What follows belongs to an exercise in optimizing a design on an open flow for small area, a short achievable clock period and few clock cycles; a production flow would make more cautious choices. At most, simulation tests tie the RTL to the original design; equivalence was not proved. Only the layout flow was run in run 1; the RTL was not checked for function there. Power and IR drop assume default switching activity.

--- flow/design.v ---
module pktcodec (
    input  wire        clk,
    input  wire        rst,
    input  wire        cmd_valid,
    output wire        cmd_ready,
    input  wire [31:0] cmd_word,
    input  wire [31:0] cmd_arg,
    input  wire        in_valid,
    output wire        in_ready,
    input  wire [7:0]  in_data,
    output wire        out_valid,
    input  wire        out_ready,
    output wire [7:0]  out_data,
    output wire        rsp_valid,
    input  wire        rsp_ready,
    output wire [2:0]  rsp_code,
    output wire [31:0] rsp_data
);
    localparam BODY_CAP  = 32;
    localparam OP_NEW       = 8'h00;
    localparam OP_SETSEQ    = 8'h01;
    localparam OP_SETCMD    = 8'h02;
    localparam OP_SETACK    = 8'h03;
    localparam OP_SETBODY   = 8'h04;
    localparam OP_SETLEN    = 8'h05;
    localparam OP_PACKDRIVE = 8'h06;
    localparam OP_ENCODE    = 8'h08;
    localparam OP_DECODE    = 8'h09;
    localparam OP_CKSUM     = 8'h0A;
    localparam OP_VERIFY    = 8'h0B;
    localparam OP_GETSEQ    = 8'h10;
    localparam OP_GETCMD    = 8'h11;
    localparam OP_GETACK    = 8'h12;
    localparam OP_GETBODY   = 8'h13;
    localparam OP_GETLEN    = 8'h14;
    localparam OP_GETCRC    = 8'h15;
    localparam OP_GETSTATUS = 8'h16;
    localparam OP_UNPACK    = 8'h17;
    localparam RC_OK        = 3'd0;
    localparam RC_HDRLEN    = 3'd1;
    localparam RC_FRAME     = 3'd2;
    localparam RC_CKSUM     = 3'd3;
    localparam RC_FLAGS     = 3'd4;
    function [3:0] popcount8;
        input [7:0] b;
        popcount8 = b[0] + b[1] + b[2] + b[3] + b[4] + b[5] + b[6] + b[7];
    endfunction
    reg [15:0] tx_seq, rx_seq;
    reg [3:0]  tx_flags, rx_flags;           
    reg [15:0] tx_len;
    reg [5:0]  tx_blen, rx_blen;
    reg [7:0]  tx_crc, rx_crc;
    reg [3:0]  rx_st;                        
    reg [7:0]  tx_body [0:BODY_CAP-1];
    reg [7:0]  rx_body [0:BODY_CAP-1];
    wire [15:0] rx_len = {10'd0, rx_blen} + 16'd6;
    reg        idle;                          
    reg        in_mode;                       
    reg        out_mode;                      
    reg        rsp_v;
    reg [2:0]  rsp_c;
    reg [31:0] rsp_d;
    reg [7:0]  out_d;
    reg        is_body, is_dec, is_cks, is_ver;   
    reg        o_enc, o_bk;                   
    reg [31:0] rem;                           
    reg [5:0]  pos;                           
    reg [5:0]  ptr;                           
    reg [7:0]  acc;                           
    reg [5:0]  nsm;                           
    reg        n_ok;                          
    reg        n_ge2;                         
    reg        len_ok;                        
    assign cmd_ready = idle;
    assign in_ready  = in_mode;
    assign out_valid = out_mode;
    assign out_data  = out_d;
    assign rsp_valid = rsp_v;
    assign rsp_code  = rsp_c;
    assign rsp_data  = rsp_d;
    wire cmd_fire = cmd_valid && idle;
    wire in_fire  = in_valid && in_mode;
    wire out_fire = out_ready && out_mode;
    wire last     = (rem == 32'd1);
    wire [7:0]  c_op  = cmd_word[31:24];
    wire        c_bk  = cmd_word[23];
    wire [15:0] c_imm = cmd_word[15:0];
    wire c_in    = (c_op == OP_SETBODY) || (c_op == OP_DECODE) ||
                   (c_op == OP_CKSUM)   || (c_op == OP_VERIFY);
    wire c_n0    = (cmd_arg == 32'd0);
    wire enc_ok  = (tx_len == {10'd0, tx_blen} + 16'd6);
    wire [5:0] c_blen = c_bk ? rx_blen : tx_blen;
    wire [3:0] c_flags = c_bk ? rx_flags : tx_flags;
    reg [2:0]  c_rc;
    reg [31:0] c_rd;
    always @(*) begin
        c_rc = RC_OK;
        c_rd = 32'd0;
        case (c_op)
        OP_ENCODE:    if (enc_ok) c_rd = {16'd0, tx_len}; else c_rc = RC_HDRLEN;
        OP_DECODE:    c_rc = RC_FRAME;           
        OP_GETSEQ:    c_rd = {16'd0, c_bk ? rx_seq : tx_seq};
        OP_GETCMD: begin
            case (c_flags[2:0])
            3'b001:  c_rd = 32'd0;
            3'b100:  c_rd = 32'd1;
            3'b010:  c_rd = 32'd2;
            default: c_rc = RC_FLAGS;
            endcase
        end
        OP_GETACK:    c_rd = {31'd0, c_flags[3]};
        OP_GETBODY:   c_rd = {26'd0, c_blen};
        OP_GETLEN:    c_rd = {16'd0, c_bk ? rx_len : tx_len};
        OP_GETCRC:    c_rd = {24'd0, c_bk ? rx_crc : tx_crc};
        OP_GETSTATUS: c_rd = {28'd0, rx_st};
        OP_UNPACK:    c_rd = c_bk ? {rx_body[0], rx_body[1], rx_body[3], rx_body[2]}
                                  : {tx_body[0], tx_body[1], tx_body[3], tx_body[2]};
        default: ;
        endcase
    end
    wire [7:0] acc_o   = acc + popcount8(out_d);
    wire [7:0] body_rd = o_bk ? rx_body[ptr[4:0]] : tx_body[ptr[4:0]];
    reg  [7:0] nxt_b;
    always @(*) begin
        if (o_enc && rem == 32'd2)
            nxt_b = acc_o;                        
        else if (o_enc && ptr[5]) begin
            case (ptr[1:0])
            2'd0:    nxt_b = tx_seq[15:8];
            2'd1:    nxt_b = {4'd0, tx_flags};
            2'd2:    nxt_b = tx_len[7:0];
            default: nxt_b = tx_len[15:8];
            endcase
        end else
            nxt_b = body_rd;
    end
    wire [7:0] acc_i   = acc + popcount8(in_data);
    wire       crc_err = (acc != in_data);
    wire       frm_ok  = n_ok && len_ok;
    wire       wr_en   = in_fire && !ptr[5];
    integer i;
    always @(posedge clk) begin
        for (i = 0; i < BODY_CAP; i = i + 1) begin
            if (wr_en && is_body && ptr[4:0] == i)
                tx_body[i] <= in_data;
            if (wr_en && is_dec && ptr[4:0] == i)
                rx_body[i] <= in_data;
        end
        if (cmd_fire && c_op == OP_PACKDRIVE) begin
            tx_body[0] <= cmd_arg[31:24];
            tx_body[1] <= cmd_arg[23:16];
            tx_body[2] <= cmd_arg[7:0];
            tx_body[3] <= cmd_arg[15:8];
        end
        if (rst) begin
            idle     <= 1'b1;
            in_mode  <= 1'b0;
            out_mode <= 1'b0;
            rsp_v    <= 1'b0;
            tx_seq <= 16'd0; tx_flags <= 4'd0; tx_len <= 16'd6; tx_blen <= 6'd0; tx_crc <= 8'd0;
            rx_seq <= 16'd0; rx_flags <= 4'd0; rx_blen <= 6'd0; rx_crc <= 8'd0;
            rx_st  <= 4'd0;
        end else begin
            if (rsp_v && rsp_ready) begin
                rsp_v <= 1'b0;
                idle  <= 1'b1;
            end
            if (cmd_fire) begin
                idle   <= 1'b0;
                is_body <= (c_op == OP_SETBODY);
                is_dec  <= (c_op == OP_DECODE);
                is_cks  <= (c_op == OP_CKSUM);
                is_ver  <= (c_op == OP_VERIFY);
                o_enc   <= (c_op == OP_ENCODE);
                o_bk    <= c_bk;
                acc     <= 8'd0;
                pos     <= 6'd0;
                n_ok    <= (cmd_arg >= 32'd6) && (cmd_arg <= 32'd38);
                n_ge2   <= (cmd_arg >= 32'd2);
                nsm     <= cmd_arg[5:0];
                len_ok  <= 1'b0;
                rsp_c   <= c_rc;
                rsp_d   <= c_rd;
                if (c_in) begin
                    rem <= cmd_arg;
                    ptr <= (c_op == OP_DECODE) ? 6'd59 : 6'd0;
                    if (c_n0) rsp_v <= 1'b1;
                    else      in_mode <= 1'b1;
                end else if (c_op == OP_ENCODE && enc_ok) begin
                    rem      <= {16'd0, tx_len};
                    ptr      <= 6'd60;
                    out_d    <= tx_seq[7:0];
                    out_mode <= 1'b1;
                end else if (c_op == OP_GETBODY && c_blen != 6'd0) begin
                    rem      <= {26'd0, c_blen};
                    ptr      <= 6'd1;
                    out_d    <= c_bk ? rx_body[0] : tx_body[0];
                    out_mode <= 1'b1;
                end else begin
                    rsp_v <= 1'b1;
                end
                case (c_op)
                OP_NEW: begin
                    if (c_bk) begin
                        rx_seq <= 16'd0; rx_flags <= 4'd0; rx_blen <= 6'd0; rx_crc <= 8'd0;
                        rx_st  <= 4'd0;
                    end else begin
                        tx_seq <= 16'd0; tx_flags <= 4'd0; tx_len <= 16'd6; tx_blen <= 6'd0;
                        tx_crc <= 8'd0;
                    end
                end
                OP_SETSEQ: tx_seq <= c_imm;
                OP_SETCMD: begin
                    case (c_imm[1:0])
                    2'd0:    tx_flags[2:0] <= 3'b001;
                    2'd1:    tx_flags[2:0] <= 3'b100;
                    default: tx_flags[2:0] <= 3'b010;
                    endcase
                end
                OP_SETACK: tx_flags[3] <= c_imm[0];
                OP_SETBODY: begin
                    tx_blen <= cmd_arg[5:0];
                    tx_len  <= {10'd0, cmd_arg[5:0]} + 16'd6;
                end
                OP_SETLEN: tx_len <= c_imm;
                OP_PACKDRIVE: begin
                    tx_blen <= 6'd4;
                    tx_len  <= 16'd10;
                end
                OP_DECODE: begin
                    if (c_n0) begin
                        rx_seq <= 16'd0; rx_flags <= 4'd0; rx_blen <= 6'd0; rx_crc <= 8'd0;
                        rx_st  <= 4'b0010;
                    end
                end
                default: ;
                endcase
            end
            if (in_fire) begin
                acc <= acc_i;
                rem <= rem - 32'd1;
                pos <= pos + 6'd1;
                ptr <= ptr + 6'd1;
                if (is_dec) begin
                    if (pos == 6'd0) rx_seq[7:0]  <= in_data;
                    if (pos == 6'd1) rx_seq[15:8] <= in_data;
                    if (pos == 6'd2) begin
                        rx_flags <= in_data[3:0];
                        rx_st[3] <= (in_data[0] + in_data[1] + in_data[2]) != 2'd1;
                    end
                    if (pos == 6'd3) len_ok <= (in_data == {2'b00, nsm});
                    if (pos == 6'd4) len_ok <= len_ok && (in_data == 8'd0);
                end
                if (last) begin
                    in_mode <= 1'b0;
                    rsp_v   <= 1'b1;
                    if (is_cks) rsp_d <= {24'd0, acc_i};
                    if (is_ver) rsp_d <= {31'd0, n_ge2 && !crc_err};
                    if (is_dec) begin
                        if (frm_ok) begin
                            rx_blen  <= nsm - 6'd6;
                            rx_crc   <= in_data;
                            rx_st[2:0] <= {crc_err, 2'b01};
                            rsp_d    <= {rx_seq, 4'd0, rx_flags, 4'd0, rx_st[3], crc_err, 2'b01};
                            rsp_c    <= crc_err ? RC_CKSUM : rx_st[3] ? RC_FLAGS : RC_OK;
                        end else begin
                            rx_seq <= 16'd0; rx_flags <= 4'd0; rx_blen <= 6'd0; rx_crc <= 8'd0;
                            rx_st  <= 4'b0010;
                            rsp_c  <= RC_FRAME;
                        end
                    end
                end
            end
            if (out_fire) begin
                acc   <= acc_o;
                rem   <= rem - 32'd1;
                ptr   <= ptr + 6'd1;
                out_d <= nxt_b;
                if (last) begin
                    out_mode <= 1'b0;
                    rsp_v    <= 1'b1;
                    if (o_enc) tx_crc <= out_d;
                end
            end
        end
    end
endmodule
--- flow/run.sh ---
#!/bin/bash
# synth_recipe.tcl (not shown) runs the flow's synth.tcl, then flattens the netlist and writes it again
# the make line also repeats each setting of config.mk as NAME=value (left out here)
make -C /OpenROAD-flow-scripts/flow DESIGN_CONFIG=/design/flow/config.mk WORK_HOME=/design/flow/orfs CLKGATE_MAP_FILE= SYNTH_SCRIPT=/design/flow/synth_recipe.tcl finish
--- flow/config.mk ---
export PLATFORM = sky130hd
export DESIGN_NAME = pktcodec
export DESIGN_NICKNAME = pktcodec
export VERILOG_FILES = /design/flow/design.v
export SDC_FILE = /design/flow/constraint.sdc
export NUM_CORES = 4
export LEC_CHECK = 0
export CAP_MARGIN = 20
export CORE_MARGIN = 2
export CORE_UTILIZATION = 40
export PLACE_DENSITY = 0.6
export SLEW_MARGIN = 20
--- flow/constraint.sdc ---
create_clock -name core_clock -period 7.5 [get_ports {clk}]
set_input_delay 1.5000 -clock core_clock [delete_from_list [all_inputs] [get_ports {clk}]]
set_output_delay 1.5000 -clock core_clock [all_outputs]
set_load 0.01 [all_outputs]
==> results of run 1 <==
-- sequential cells by signal, indices dropped and copies added (netlist names), 3 cells and up --
register  cells
acc           8
nsm           6
out_d         8
pos           6
ptr           6
rem          32
rsp_c         3
rsp_d        32
rx_blen       6
rx_body     256
rx_crc        8
rx_flags      4
rx_seq       16
rx_st         4
tx_blen       6
tx_body     256
tx_crc        8
tx_flags      4
tx_len       16
tx_seq       16
-- path summary, 6_finish.rpt --
path | slack [ns] | endpoint | cells past startpoint | startpoint
setup / recovery | 2.28 | out_d[3]$_DFFE_PP_ | 10 | ptr[0]$_DFFE_PP_
hold / removal | 0.46 | rx_st[0]$_SDFF_PP0_ | 1 | rx_st[0]$_SDFF_PP0_
setup reg to reg | 2.28 | out_d[3]$_DFFE_PP_ | 10 | ptr[0]$_DFFE_PP_
hold reg to reg | 0.46 | rx_st[0]$_SDFF_PP0_ | 1 | rx_st[0]$_SDFF_PP0_
-- cells in the mapped netlist, types with 19 or more instances --
cell type	instances
sky130_fd_sc_hd__o21ai_0	107
sky130_fd_sc_hd__nand3_1	104
sky130_fd_sc_hd__nand4_1	39
sky130_fd_sc_hd__nor2_1	173
sky130_fd_sc_hd__nand2_1	252
sky130_fd_sc_hd__nor4_1	26
sky130_fd_sc_hd__inv_1	53
sky130_fd_sc_hd__a31oi_1	19
sky130_fd_sc_hd__xnor2_1	37
sky130_fd_sc_hd__edfxtp_1	622
sky130_fd_sc_hd__a22oi_1	165
sky130_fd_sc_hd__dfxtp_1	92
sky130_fd_sc_hd__xor2_1	40
sky130_fd_sc_hd__mux2i_1	46
sky130_fd_sc_hd__a22o_1	65
sky130_fd_sc_hd__a221oi_1	32
sky130_fd_sc_hd__nor3_1	43
sky130_fd_sc_hd__o22ai_1	22
sky130_fd_sc_hd__clkbuf_1	127
sky130_fd_sc_hd__a222oi_1	26
sky130_fd_sc_hd__buf_2	31
sky130_fd_sc_hd__a21oi_1	112
sky130_fd_sc_hd__mux2_2	36
sky130_fd_sc_hd__ha_1	32
-- metrics by stage --
step | std cells | hold slack [ns] | area [um2] | total power, W | setup slack [ns]
after global placement | 3666 | 0.4371 | 34610 | 0.004831 | 2.119
after detailed placement | 3667 | 0.4433 | 34630 | 0.004836 | 2.058
after global routing | 3811 | 0.4876 | 37190 | 0.008784 | 2.267
final | 3811 | 0.4626 | 37190 | 0.008585 | 2.275
after CTS | 3811 | 0.4578 | 37180 | 0.008590 | 2.561
after floorplan | 2587 | 0.4271 | 32180 | 0.004595 | 2.021
-- cells by family after synthesis --
kind of cell | synth area share
AOI/OAI and AO/OA | 0.1451
xor gates and xnor gates | 0.02095
adders and majority gates | 0.01928
buffers and inverters | 0.02982
DFF | 0.6376
muxes | 0.02970
and+or+nand+nor | 0.1176
-- critical path, cell delays in order, from the launching register on --
cell	delay [ns]
sky130_fd_sc_hd__edfxtp_1	0.48
sky130_fd_sc_hd__ha_1	0.51
sky130_fd_sc_hd__buf_4	0.34
sky130_fd_sc_hd__and3_1	0.23
sky130_fd_sc_hd__ha_1	0.51
sky130_fd_sc_hd__a222oi_1	0.69
sky130_fd_sc_hd__o311ai_0	0.38
sky130_fd_sc_hd__nor4_1	1.05
sky130_fd_sc_hd__o221ai_1	0.32
sky130_fd_sc_hd__o211ai_1	0.24
sky130_fd_sc_hd__a22oi_1	0.20
-- routing by layer --
layer  up-vias  wire length (um)  global-route usage
met2      1899             58630              0.4773
met4         4              6953              0.1503
met1     12400             48210              0.4050
met3       343             14500             0.06474
li1      10270                 -                   -
met5         -                36                   0
-- power by group through the flow --
stage | Combinational, W | Clock (W) | Sequential, W
finish | 0.000402 | 0.00382 | 0.00436
floorplan | 0.000158 | 0 | 0.00444
CTS | 0.000393 | 0.00384 | 0.00436
global route | 0.000421 | 0.00400 | 0.00436
global placement | 0.000388 | 0 | 0.00444
detailed placement | 0.000392 | 0 | 0.00444
-- final cells by class --
type,count,area (um2),share of cell area
clock buffer,101,2121,0.05703
clock inverter,43,422.9,0.01137
inverter,55,206.4,0.005551
multi-input combinational,1640,10850,0.2917
sequential,714,20520,0.5518
tap,1060,1326,0.03566
timing repair buffer,198,1744,0.04690
==> run summary, run 1 <==
TritonCTS buffer count 79; GRT Overall Usage 0.3057; number of flops mapped to enable cells by yosys 622; Initial DRC Count 4126; die span in x 287.7 um; unrepaired setup endpoints after global routing no; starting utilization of the core area 0.4022; first-pass GRT wire length 178200 um; # clock sinks 714; average footprint of a synthesized cell 12.44 um2; area enclosed by the die boundary 82740 um2; status no timing/DRC/antenna violations; number of unique standard cell types used by synthesis 85; post-detailed-route wirelength per cell 33.67 um; half-perimeter wire length after placement 89670 um; quantity of hold-fixing buffers added after cts 0; clock network fraction of design power 0.445; Post-Synthesis Cells 2587; via count of the first global-routing pass 23260; critical path peak fanout 17; top cell type's share of synthesized area 0.5804; Post-CTS Setup Bufs 0; post-route antenna net violation count 0; root buf cell sky130_fd_sc_hd__clkbuf_16; leading cell types in the layout, fill and taps excluded sky130_fd_sc_hd__edfxtp_1, sky130_fd_sc_hd__nand2_1, sky130_fd_sc_hd__a22oi_1; clock-pin slew on the worst setup and hold paths 0.07 ns; share of flip-flops with an asynchronous set or reset 0; Final Wtd Congestion 0.9855; pin slew with the least headroom to its limit 1.341 ns; Post-Synthesis Net Count 2708; Core Rows 104; relative area change from synthesis to final layout 15.55%; combinational cell fraction of total power 0.047; share of post-route cells with drive strength above 1 0.1058; Final Core Density 0.4647; count of state elements after synthesis 714; TritonCTS clock tree done; Hold Crit Class flip-flop to flip-flop; number of instances resized during post-cts repair 0; number of warnings reported in the yosys synthesis log 3; critical path data required time 7.85 ns; Sw Pwr 0.001983 W; Vias per Instance 6.536; TNS Setup 0 ns; number of max-slew violations in the final report 0; top cells by area in the synthesized netlist sky130_fd_sc_hd__edfxtp_1, sky130_fd_sc_hd__dfxtp_1, sky130_fd_sc_hd__a22oi_1, sky130_fd_sc_hd__nand2_1, sky130_fd_sc_hd__nor2_1; Die Ht 287.7 um; Core ar. 80030 um2; final worst clock skew 0.05030 ns; initial antenna violation count 4; library cell with the largest summed area after synthesis sky130_fd_sc_hd__edfxtp_1; num ports 125; fill cell count 7172; Primary FF master, synth sky130_fd_sc_hd__edfxtp_1; Mapped Area 32180 um2; power density cells 230.8 nW/um2; tightest slew margin relative to the limit 0.09629; Nets 2809; Worst Setup Start Kind flip-flop; buffer levels on the longest clock path 3; critical path arrival 5.58 ns; Worst Setup Path Type flip-flop to flip-flop; number of H-tree levels 3; Vias 24910; VDD IR-drop max 0.1691 mV; Buffers on Ports 117; share of power burned in registers 0.508; number of remaining DRC errors 0; portion of the post-synthesis area used by sequential elements 0.6376; final count of negative-setup-slack endpoints 0; pin count of the biggest net entering global routing 53; Max Cap Violations 0; internal power contribution 0.006602 W; number of diodes 0; router iterations before antenna repair 6; post-layout minimum cycle time 5.225 ns; max frequency 0.1914 GHz; GRT Residual Overflow 0; routed wire length 128300 um; final clock period utilization by the worst path 0.6967; final hold violation count 0; sort of element at the end of the critical path flip-flop; Lkg Pwr 11.99 nW; most frequent standard cell in the layout excluding fill and tap cells sky130_fd_sc_hd__edfxtp_1; Clk Latency, worst-skew pair 0.67 ns; net switching share of the total power 0.2310
==> run 2: changes to the inputs <==
--- a/flow/design.v
+++ b/flow/design.v
@@ -44,4 +44,13 @@
     function [3:0] popcount8;
-        input [7:0] b;
-        popcount8 = b[0] + b[1] + b[2] + b[3] + b[4] + b[5] + b[6] + b[7];
+        input [7:0] x;
+        reg sa, ca, sb, cb, sc, cc, b0, cd, se, ce, b1, cf;
+        begin
+            sa = x[0] ^ x[1] ^ x[2]; ca = (x[0] & x[1]) | (x[0] & x[2]) | (x[1] & x[2]);
+            sb = x[3] ^ x[4] ^ x[5]; cb = (x[3] & x[4]) | (x[3] & x[5]) | (x[4] & x[5]);
+            sc = x[6] ^ x[7];        cc = x[6] & x[7];
+            b0 = sa ^ sb ^ sc;       cd = (sa & sb) | (sa & sc) | (sb & sc);
+            se = ca ^ cb ^ cc;       ce = (ca & cb) | (ca & cc) | (cb & cc);
+            b1 = cd ^ se;            cf = cd & se;
+            popcount8 = {ce & cf, ce ^ cf, b1, b0};
+        end
     endfunction
@@ -66,5 +75,8 @@
     reg [31:0] rem;                           
-    reg [5:0]  pos;                           
     reg [5:0]  ptr;                           
     reg [7:0]  acc;                           
+    reg [3:0]  pc_r;                          
+    reg        last_r;                        
+    reg        cks_fin;                       
+    reg        enc_bub;                       
     reg [5:0]  nsm;                           
@@ -83,3 +95,3 @@
     wire out_fire = out_ready && out_mode;
-    wire last     = (rem == 32'd1);
+    wire last     = last_r;
     wire [7:0]  c_op  = cmd_word[31:24];
@@ -120,3 +132,2 @@
     end
-    wire [7:0] acc_o   = acc + popcount8(out_d);
     wire [7:0] body_rd = o_bk ? rx_body[ptr[4:0]] : tx_body[ptr[4:0]];
@@ -124,5 +135,3 @@
     always @(*) begin
-        if (o_enc && rem == 32'd2)
-            nxt_b = acc_o;                        
-        else if (o_enc && ptr[5]) begin
+        if (o_enc && ptr[5]) begin
             case (ptr[1:0])
@@ -136,6 +145,11 @@
     end
-    wire [7:0] acc_i   = acc + popcount8(in_data);
-    wire       crc_err = (acc != in_data);
+    wire [7:0] acc_s   = acc + {4'd0, pc_r};
+    wire       crc_err = (acc_s != in_data);
     wire       frm_ok  = n_ok && len_ok;
     wire       wr_en   = in_fire && !ptr[5];
+    wire       h_seq0  = (ptr == 6'd59);
+    wire       h_seq1  = (ptr == 6'd60);
+    wire       h_flg   = (ptr == 6'd61);
+    wire       h_len0  = (ptr == 6'd62);
+    wire       h_len1  = (ptr == 6'd63);
     integer i;
@@ -156,2 +170,4 @@
             idle     <= 1'b1;
+            cks_fin  <= 1'b0;
+            enc_bub  <= 1'b0;
             in_mode  <= 1'b0;
@@ -176,3 +192,3 @@
                 acc     <= 8'd0;
-                pos     <= 6'd0;
+                last_r  <= (cmd_arg == 32'd1);
                 n_ok    <= (cmd_arg >= 32'd6) && (cmd_arg <= 32'd38);
@@ -190,2 +206,3 @@
                     rem      <= {16'd0, tx_len};
+                    last_r   <= 1'b0;
                     ptr      <= 6'd60;
@@ -195,2 +212,3 @@
                     rem      <= {26'd0, c_blen};
+                    last_r   <= (c_blen == 6'd1);
                     ptr      <= 6'd1;
@@ -238,11 +256,16 @@
             end
+            acc  <= acc_s;
+            pc_r <= in_fire  ? popcount8(in_data) :
+                    out_fire ? popcount8(out_d)   : 4'd0;
+            if (cmd_fire) acc <= 8'd0;
+            if (in_fire || out_fire) begin
+                rem    <= rem - 32'd1;
+                last_r <= (rem == 32'd2);
+                ptr    <= ptr + 6'd1;
+            end
             if (in_fire) begin
-                acc <= acc_i;
-                rem <= rem - 32'd1;
-                pos <= pos + 6'd1;
-                ptr <= ptr + 6'd1;
                 if (is_dec) begin
-                    if (pos == 6'd0) rx_seq[7:0]  <= in_data;
-                    if (pos == 6'd1) rx_seq[15:8] <= in_data;
-                    if (pos == 6'd2) begin
+                    if (h_seq0) rx_seq[7:0]  <= in_data;
+                    if (h_seq1) rx_seq[15:8] <= in_data;
+                    if (h_flg) begin
                         rx_flags <= in_data[3:0];
@@ -250,4 +273,4 @@
                     end
-                    if (pos == 6'd3) len_ok <= (in_data == {2'b00, nsm});
-                    if (pos == 6'd4) len_ok <= len_ok && (in_data == 8'd0);
+                    if (h_len0) len_ok <= (in_data == {2'b00, nsm});
+                    if (h_len1) len_ok <= len_ok && (in_data == 8'd0);
                 end
@@ -255,4 +278,4 @@
                     in_mode <= 1'b0;
-                    rsp_v   <= 1'b1;
-                    if (is_cks) rsp_d <= {24'd0, acc_i};
+                    if (is_cks) cks_fin <= 1'b1;
+                    else        rsp_v   <= 1'b1;
                     if (is_ver) rsp_d <= {31'd0, n_ge2 && !crc_err};
@@ -273,7 +296,13 @@
             end
+            if (cks_fin) begin
+                cks_fin <= 1'b0;
+                rsp_v   <= 1'b1;
+                rsp_d   <= {24'd0, acc_s};
+            end
             if (out_fire) begin
-                acc   <= acc_o;
-                rem   <= rem - 32'd1;
-                ptr   <= ptr + 6'd1;
                 out_d <= nxt_b;
+                if (o_enc && rem[5:0] == 6'd2) begin
+                    out_mode <= 1'b0;
+                    enc_bub  <= 1'b1;
+                end
                 if (last) begin
@@ -284,2 +313,7 @@
             end
+            if (enc_bub) begin
+                enc_bub  <= 1'b0;
+                out_d    <= acc_s;                
+                out_mode <= 1'b1;
+            end
         end
--- a/flow/config.mk
+++ b/flow/config.mk
@@ -9,4 +9,5 @@
 export CORE_MARGIN = 2
-export CORE_UTILIZATION = 40
-export PLACE_DENSITY = 0.6
+export CORE_UTILIZATION = 60
+export PLACE_DENSITY = 0.7
+export SETUP_SLACK_MARGIN = 3.5
 export SLEW_MARGIN = 20
==> run 2 against run 1 <==
Clock skew down 0.0083 ns. Power down 3.4%. Cell area down 1.8%. Combinational power down 3%. Synthesized cell count down 0.89%. First-iteration DRC count up 1.8%. Final cell count down 10%. Largest power group unchanged. Critical path type is now primary input to flip-flop. Worst hold slack better by 0.011 ns. Synthesized area down 1.2%.
==> run summary, run 2 <==
status no timing/DRC/antenna violations (unchanged); pre-CTS setup slack 1.891 ns (was 2.058 ns); critical register-to-register path startpoint ptr[3]$_DFFE_PP_ (was ptr[0]$_DFFE_PP_); most frequent cells after synthesis sky130_fd_sc_hd__edfxtp_1, sky130_fd_sc_hd__nand2_1, sky130_fd_sc_hd__nor2_1 (unchanged); Primary FF master, synth sky130_fd_sc_hd__edfxtp_1 (unchanged); post-detailed-route wirelength per cell 35.43 um (was 33.67 um); area enclosed by the die boundary 54830 um2 (was 82740 um2); library cell with the largest summed area after synthesis sky130_fd_sc_hd__edfxtp_1 (unchanged); Hold Startpoint rx_st[2]$_SDFF_PP0_ (was rx_st[0]$_SDFF_PP0_); TritonCTS clock tree done (unchanged); cell family contributing the most delay on the critical path simple AND/OR/NAND/NOR gates (was compound AO/OA/AOI/OAI gates); post-layout minimum cycle time 4.125 ns (was 5.225 ns); routed wire length 121500 um (was 128300 um); Worst Setup Path Type primary input to flip-flop (was flip-flop to flip-flop); max frequency 0.2424 GHz (was 0.1914 GHz); relative area change from synthesis to final layout 14.91% (was 15.55%); number of max-slew violations in the final report 0 (unchanged); critical path arrival 4.60 ns (was 5.58 ns); Hold WS 0.4738 ns (was 0.4626 ns); power density cells 227.0 nW/um2 (was 230.8 nW/um2); Buffers on Ports 117 (unchanged); share of post-route cells with drive strength above 1 0.1082 (was 0.1058); final count of negative-setup-slack endpoints 0 (unchanged); critical path, cell by cell clkdlybuf4s50_1 -> inv_1 -> nor3_1 -> nand3_1 -> nand2_1 -> nand3_1 -> o21ai_0 -> nand2_1 (was ha_1 -> buf_4 -> and3_1 -> ha_1 -> a222oi_1 -> o311ai_0 -> nor4_1 -> o221ai_1 -> o211ai_1 -> a22oi_1); TritonCTS buffer count 74 (was 79); die span in x 234.2 um (was 287.7 um); Max Cap Violations 0 (unchanged); initial antenna violation count 6 (was 4); number of H-tree levels 3 (unchanged); TNS Setup 0 ns (unchanged); first-pass GRT wire length 169300 um (was 178200 um); num ports 125 (unchanged); Worst Setup Start Kind primary input (was flip-flop); cell with the largest stage delay on the worst path sky130_fd_sc_hd__clkdlybuf4s50_1 (was sky130_fd_sc_hd__nor4_1); portion of the post-synthesis area used by sequential elements 0.6459 (was 0.6376); final hold violation count 0 (unchanged); Mapped Area 31790 um2 (was 32180 um2); met3 GRT Util 0.1276 (was 0.06474); starting utilization of the core area 0.6061 (was 0.4022); Vias 25060 (was 24910); tightest slew margin relative to the limit 0.2051 (was 0.09629); GR Util met1 0.5736 (was 0.4050); leading cell types in the layout, fill and taps excluded sky130_fd_sc_hd__edfxtp_1, sky130_fd_sc_hd__nand2_1, sky130_fd_sc_hd__nor2_1 (was sky130_fd_sc_hd__edfxtp_1, sky130_fd_sc_hd__nand2_1, sky130_fd_sc_hd__a22oi_1); Core Rows 84 (was 104); critical path peak fanout 11 (was 17); number of flops mapped to enable cells by yosys 621 (was 622); share of flip-flops with an asynchronous set or reset 0 (unchanged); critical path data required time 7.98 ns (was 7.85 ns); via count of the first global-routing pass 23240 (was 23260); Hold Crit Class flip-flop to flip-flop (unchanged); root buf cell sky130_fd_sc_hd__clkbuf_16 (unchanged); launch point of the critical path cmd_word[26] (was ptr[0]$_DFFE_PP_); largest registers ranked by flip-flop count rx_body x256, tx_body x256 (unchanged); # clock sinks 715 (was 714); Vias per Instance 7.308 (was 6.536); GRT Overall Usage 0.4439 (was 0.3057); Nets 2794 (was 2809); pin count of the biggest net entering global routing 65 (was 53); top cells by area in the synthesized netlist sky130_fd_sc_hd__edfxtp_1, sky130_fd_sc_hd__dfxtp_1, sky130_fd_sc_hd__a22oi_1, sky130_fd_sc_hd__nand2_1, sky130_fd_sc_hd__nor2_1 (unchanged); count of state elements after synthesis 715 (was 714); GRT Residual Overflow 0 (unchanged); top cell type's share of synthesized area 0.5867 (was 0.5804); average footprint of a synthesized cell 12.40 um2 (was 12.44 um2); sum of buffers and inverters on the critical path 2 (was 1); buffer levels on the longest clock path 3 (unchanged); quantity of hold-fixing buffers added after cts 0 (unchanged); clock-pin slew on the worst setup and hold paths 0.06 ns (was 0.07 ns); Initial DRC Count 4199 (was 4126); final clock period utilization by the worst path 0.5501 (was 0.6967); router iterations before antenna repair 9 (was 6); Post-Synthesis Net Count 2677 (was 2708); Die Ht 234.2 um (was 287.7 um); GR met2 Demand/Resource 0.6575 (was 0.4773); Core ar. 52450 um2 (was 80030 um2); pin slew with the least headroom to its limit 1.188 ns (was 1.341 ns); VDD IR-drop max 0.2317 mV (was 0.1691 mV); final worst clock skew 0.04196 ns (was 0.05030 ns); busiest metal layer after global routing met2 (unchanged); Post-Synthesis Cells 2564 (was 2587); unrepaired setup endpoints after global routing yes (was no); most used standard cell by instance count after synthesis sky130_fd_sc_hd__edfxtp_1 (unchanged); sort of element at the end of the critical path flip-flop (unchanged); most frequent standard cell in the layout excluding fill and tap cells sky130_fd_sc_hd__edfxtp_1 (unchanged); post-route antenna net violation count 0 (unchanged); number of warnings reported in the yosys synthesis log 3 (unchanged); slowest stage delay, CP 0.77 ns (was 1.05 ns); number of remaining DRC errors 0 (unchanged); Final Wtd Congestion 1.049 (was 0.9855); Clk Latency, worst-skew pair 0.65 ns (was 0.67 ns); Setup WS post-layout 3.375 ns (was 2.275 ns); number of unique standard cell types used by synthesis 79 (was 85); half-perimeter wire length after placement 83360 um (was 89670 um); Lkg Pwr 11.96 nW (was 11.99 nW)
==> run 2: cell types whose count changed in the layout (fill, tap and decap cells not counted), sizes merged, moves of 15 or more <==
cell	delta
nor3	+20
buf	+16
clkinv	-15
nand2	-15
nor2	+15
==> run 2: per-layer routing <==
| metal | wire (um) | part of all wire | up-vias |
|---|---|---|---|
| met5 | 23 | 0.00019 | - |
| met4 | 9775 | 0.080 | 4 |
| met3 | 16280 | 0.13 | 498 |
| met2 | 53350 | 0.44 | 2196 |
| met1 | 42060 | 0.35 | 12140 |
| li1 | - | - | 10220 |
==> run 2: per-stage QoR <==
step / instances / instance area (um2) / utilization / power [W]
after global placement: 3280 / 33950 / 0.6473 / 0.004814
after detailed placement: 3282 / 34000 / 0.6482 / 0.004824
after floorplan: 2564 / 31820 / - / 0.004606
after CTS: 3418 / 36380 / 0.6937 / 0.008264
after global routing: 3424 / 36510 / 0.6962 / 0.008455
final: 3429 / 36520 / 0.6964 / 0.008290
==> run 2: report_power, final <==
part           switching (W)  internal [W]
Combinational       0.000261      0.000128
Clock                0.00158       0.00196
Sequential         0.0000221       0.00435
Total                0.00186       0.00643
==> run 2: cells by family after synthesis <==
kind of cell	after synthesis	synth area share
AND/OR/NAND/NOR	796	0.1234
flip-flops	715	0.6459
AO/OA/AOI/OAI	640	0.1426
buffers and inverters	230	0.02740
multiplexers	78	0.02547
XOR/XNOR	69	0.01901
adder cells (fa/ha/maj)	36	0.01622
==> run 2: cell type report <==
cell class              count  area, um2
well taps                 688      860.8
fillers                  3710      15920
clock inverters            31      282.8
multi-input cells        1620      10760
repair buffers            214       1866
flip-flops and latches    715      20530
clock buffers             100       1999
diodes                      5      12.51
inverters                  56      210.2
==> run 2: path summary, 6_finish.rpt <==
kind	to	slack [ns]	depth (start not counted)
min	rx_st[2]$_SDFF_PP0_	0.47	1
min reg2reg	rx_st[2]$_SDFF_PP0_	0.47	1
max reg2reg	out_d[0]$_DFFE_PP_	3.60	10
max	tx_len[2]$_SDFFE_PP1P_	3.37	8
==> run 2: repair_timing <==
item | CTS | global route
setup buffers | 4 | 5
resized for setup | 15 | 16
setup endpoints to repair | 96 | 112
pin swaps | 2 | 3
hold endpoints to repair | 0 | 0
cloned | 1 | 0
Testbench counts of run 2, summed over its fixed seeds: cycles 64,522.

==> separate check: timing with driven ports <==
No port has a modelled driver above. Below, the same layouts with a new extraction and two added sets of constraints.
Step 1 assumes that a clkbuf_16 drives the clock port and a buf_2 every other input.
Step 2, shift: input delay + t, output delay - t, t = (earliest + latest rising clock arrival at the registers) / 2. This alone moves slack from input paths to output paths.
a / b / c = ideal / step 1 / step 2; a / b = the first two.
run | shift t [ns] | slack for setup (ns) | worst setup path at the end | worst register clock-pin slew, ns | worst slew at a driven data input, ns
run 1 | 0.710 | 2.275 / 2.275 / 1.857 | input to register | 0.07 / 0.07 | 0.04
run 2 | 0.690 | 3.375 / 3.413 / 2.723 | input to register | 0.07 / 0.07 | 0.13
After both steps every run listed still meets setup and hold. The setup slack of run 2, which loses most, moves by +0.038 ns with the drivers and by -0.652 ns with both steps.
